What follows belongs to an exercise in optimizing a design on an open flow for small area, a short achievable clock period and few clock cycles; a production flow would make more cautious choices. Function was checked by simulation only, so behaviour that the tests miss may differ from the original.

Setup of run a:
Design cpuemu_core, start of the top module:
module cpuemu_core (
    input             clk,
    input             rst,         
    input      [15:0] prog_len,    
    output     [15:0] imem_addr,   
    input      [63:0] imem_data,   
    input      [5:0]  dbg_addr,    
    output reg [15:0] dbg_data,    
    output            done,        
    output     [1:0]  state,       
    output     [2:0]  fcode        
);
Size in the first run: roughly 4,200 cells after synthesis, about 470 flip-flops, ~130 I/O pins.
==> flow/config.mk <==
export PLATFORM = sky130hd
export DESIGN_NAME = cpuemu_core
export DESIGN_NICKNAME = cpuemu_core
export VERILOG_FILES = /design/flow/design.v
export SDC_FILE = /design/flow/constraint.sdc
export NUM_CORES = 4
export LEC_CHECK = 0
export ABC_AREA = 1
export CAP_MARGIN = 20
export CORE_MARGIN = 2
export CORE_UTILIZATION = 55
export CTS_CLUSTER_DIAMETER = 110
export CTS_CLUSTER_SIZE = 22
export SLEW_MARGIN = 20
==> flow/constraint.sdc <==
create_clock -name core_clock -period 15.0 [get_ports {clk}]
set_input_delay 3.0000 -clock core_clock [delete_from_list [all_inputs] [get_ports {clk}]]
set_output_delay 3.0000 -clock core_clock [all_outputs]
set_load 0.01 [all_outputs]
standard.sh (not shown) runs the stock make flow with config.mk's settings and CLKGATE_MAP_FILE= SYNTH_SCRIPT=/design/flow/synth_recipe.tcl, a recipe that flattens the netlist after the stock synthesis.
==> flow/flow/run.sh <==
#!/bin/bash
set -euo pipefail
export SETUP_SLACK_MARGIN=6.8
export BUFFER_PORTS_ARGS="-buffer_cell sky130_fd_sc_hd__buf_2"
bash standard.sh > standard.log 2>&1
Testbench counts of run a, summed over its fixed seeds: cycles 64,827.
For run b, these inputs were changed with respect to run a:
diff --git a/flow/design.v b/flow/design.v
--- a/flow/design.v
+++ b/flow/design.v
@@ -196,37 +196,37 @@
     end
     wire ex_ok = (ex_f == 3'd0);
     reg  [3:0]  lg_tt;
     always @(*) begin
         case (opc)
             OP_MOV:  lg_tt = 4'b1010;
             OP_XOR:  lg_tt = 4'b0110;
             OP_AND:  lg_tt = 4'b1000;
             OP_OR:   lg_tt = 4'b1110;
             OP_NOT:  lg_tt = 4'b0011;
-            default: lg_tt = 4'b1100;        
+            default: lg_tt = 4'b0000;
         endcase
     end
     reg  [15:0] lg_r;
     always @(*) begin
         for (k = 0; k < 16; k = k + 1)
             lg_r[k] = lg_tt[{a_val[k], b_val[k]}];
     end
     reg        ex_we;
     reg [15:0] ex_wd;
     always @(*) begin
         ex_we = 1'b1;
         ex_wd = lg_r;
         case (opc)
             OP_ADD, OP_SUB, OP_INC, OP_DEC: ex_wd = add_r;
             OP_POP:  begin ex_we = !sp_z; ex_wd = stk_top; end
-            OP_DIV:  ;
+            OP_DIV:  ex_we = a_z && !b_z;
             OP_SHL, OP_SHR, OP_ROL, OP_ROR: begin ex_we = sh_ok; ex_wd = sh_r; end
             OP_MOV, OP_XOR, OP_AND, OP_OR, OP_NOT: ;
             default: ex_we = 1'b0;
         endcase
     end
     wire md_done = run && ((ph == PH_MUL) || (ph == PH_DIV && d_last));
     wire        rf_wr = (exe && ex_we) || md_done;
     wire [15:0] rf_d  = (ph == PH_EXEC ? ex_wd : md_r) & {16{!rst}};
     integer i;
     always @(posedge clk) begin
--- outcome ---
Run b vs. run a: net total in the final layout went down by 0.60%. Between run a and run b, final critical-path share of the clock period increased. Relative to run a, routed via count has decreased by 253 in run b. Fmax | run b vs run a | run b slower. Final cell area excluding filler cells, run b vs run a: down slightly. In the flow results for run b and run a, the synthesized netlist net count is larger on run a.
Testbench counts of run b, summed over its fixed seeds: cycles 64,827.

--- another note on this design; it stands on its own ---

// cpuemu_core
module cpuemu_core (
    input             clk,
    input             rst,         
    input      [15:0] prog_len,    
    output     [15:0] imem_addr,   
    input      [63:0] imem_data,   
    input      [5:0]  dbg_addr,    
    output reg [15:0] dbg_data,    
    output            done,        
    output     [1:0]  state,       
    output     [2:0]  fcode        
);
Size in the first run: roughly 470 flip-flops, about 34000 sq um of cells after synthesis.
export LEC_CHECK = 0
export ABC_AREA = 1
export CAP_MARGIN = 20
export CORE_MARGIN = 2
export CORE_UTILIZATION = 55
export CTS_CLUSTER_DIAMETER = 110
export CTS_CLUSTER_SIZE = 22
export SLEW_MARGIN = 20
create_clock -name core_clock -period 15.0 [get_ports {clk}]
standard.sh (not shown) runs the stock make flow with config.mk's settings and CLKGATE_MAP_FILE= SYNTH_SCRIPT=/design/flow/synth_recipe.tcl, a recipe that flattens the netlist after the stock synthesis.
==> flow/flow/run.sh <==
#!/bin/bash
set -euo pipefail
export SETUP_SLACK_MARGIN=7.2
export BUFFER_PORTS_ARGS="-buffer_cell sky130_fd_sc_hd__buf_2"
bash standard.sh > standard.log 2>&1
The baseline finished clean.
Testbench counts at the start, summed over its fixed seeds: cycles 64,827.
Change:
==> flow/run.sh (new file) <==
#!/bin/bash
# synth_recipe.tcl (not shown) runs the flow's synth.tcl, then flattens the netlist and writes it again
# the make line also repeats each setting of config.mk as NAME=value (left out here)
make -C /OpenROAD-flow-scripts/flow DESIGN_CONFIG=/design/flow/config.mk WORK_HOME=/design/flow/orfs CLKGATE_MAP_FILE= SYNTH_SCRIPT=/design/flow/synth_recipe.tcl finish
--- a/flow/config.mk
+++ b/flow/config.mk
@@ -13,2 +13,3 @@
 export CTS_CLUSTER_SIZE = 22
+export SETUP_SLACK_MARGIN = 5
 export SLEW_MARGIN = 20
removed: flow/flow/run.sh
removed: flow/standard.sh
- sequential share of layout area is higher by 1.2 points
- fmax is lower by 19%
- cell area fell by 3.3%
- final cell count falls by 1.8%
- count of clock-buffer cells in the layout came out lower by 1

## what the ideal ports hide
No port has a modelled driver above. Below, the same layouts with a new extraction and two added sets of constraints.
Step 1 (the two cells are an assumption about what drives the block):
set clk [get_ports {clk}]
set_driving_cell -lib_cell sky130_fd_sc_hd__clkbuf_16 $clk
set_driving_cell -lib_cell sky130_fd_sc_hd__buf_2 [delete_from_list [all_inputs] $clk]
Step 2, shift: input delay + t, output delay - t, t = (earliest + latest rising clock arrival at the registers) / 2. This alone moves slack from input paths to output paths.
Slacks: ideal / step 1 / step 2; pairs: ideal / step 1.
run | t, ns | slack for setup (ns) | worst register clock-pin slew, ns | worst slew at a driven data input, ns | cell pins on the clock port's net
run a | 0.673 | 6.808 / 6.747 / 6.391 | 0.11 / 0.11 | 0.11 | 1
run b | 0.678 | 6.776 / 6.736 / 6.246 | 0.11 / 0.11 | 0.19 | 1
the first run of note 2 | 0.689 | 6.855 / 6.789 / 6.724 | 0.11 / 0.11 | 0.17 | 1
the second run of note 2 | 0.681 | 5.002 / 4.952 / 4.952 | 0.11 / 0.11 | 0.19 | 1
After both steps every run listed still meets setup and hold. The setup slack of run b, which loses most, moves by -0.040 ns with the drivers and by -0.530 ns with both steps.
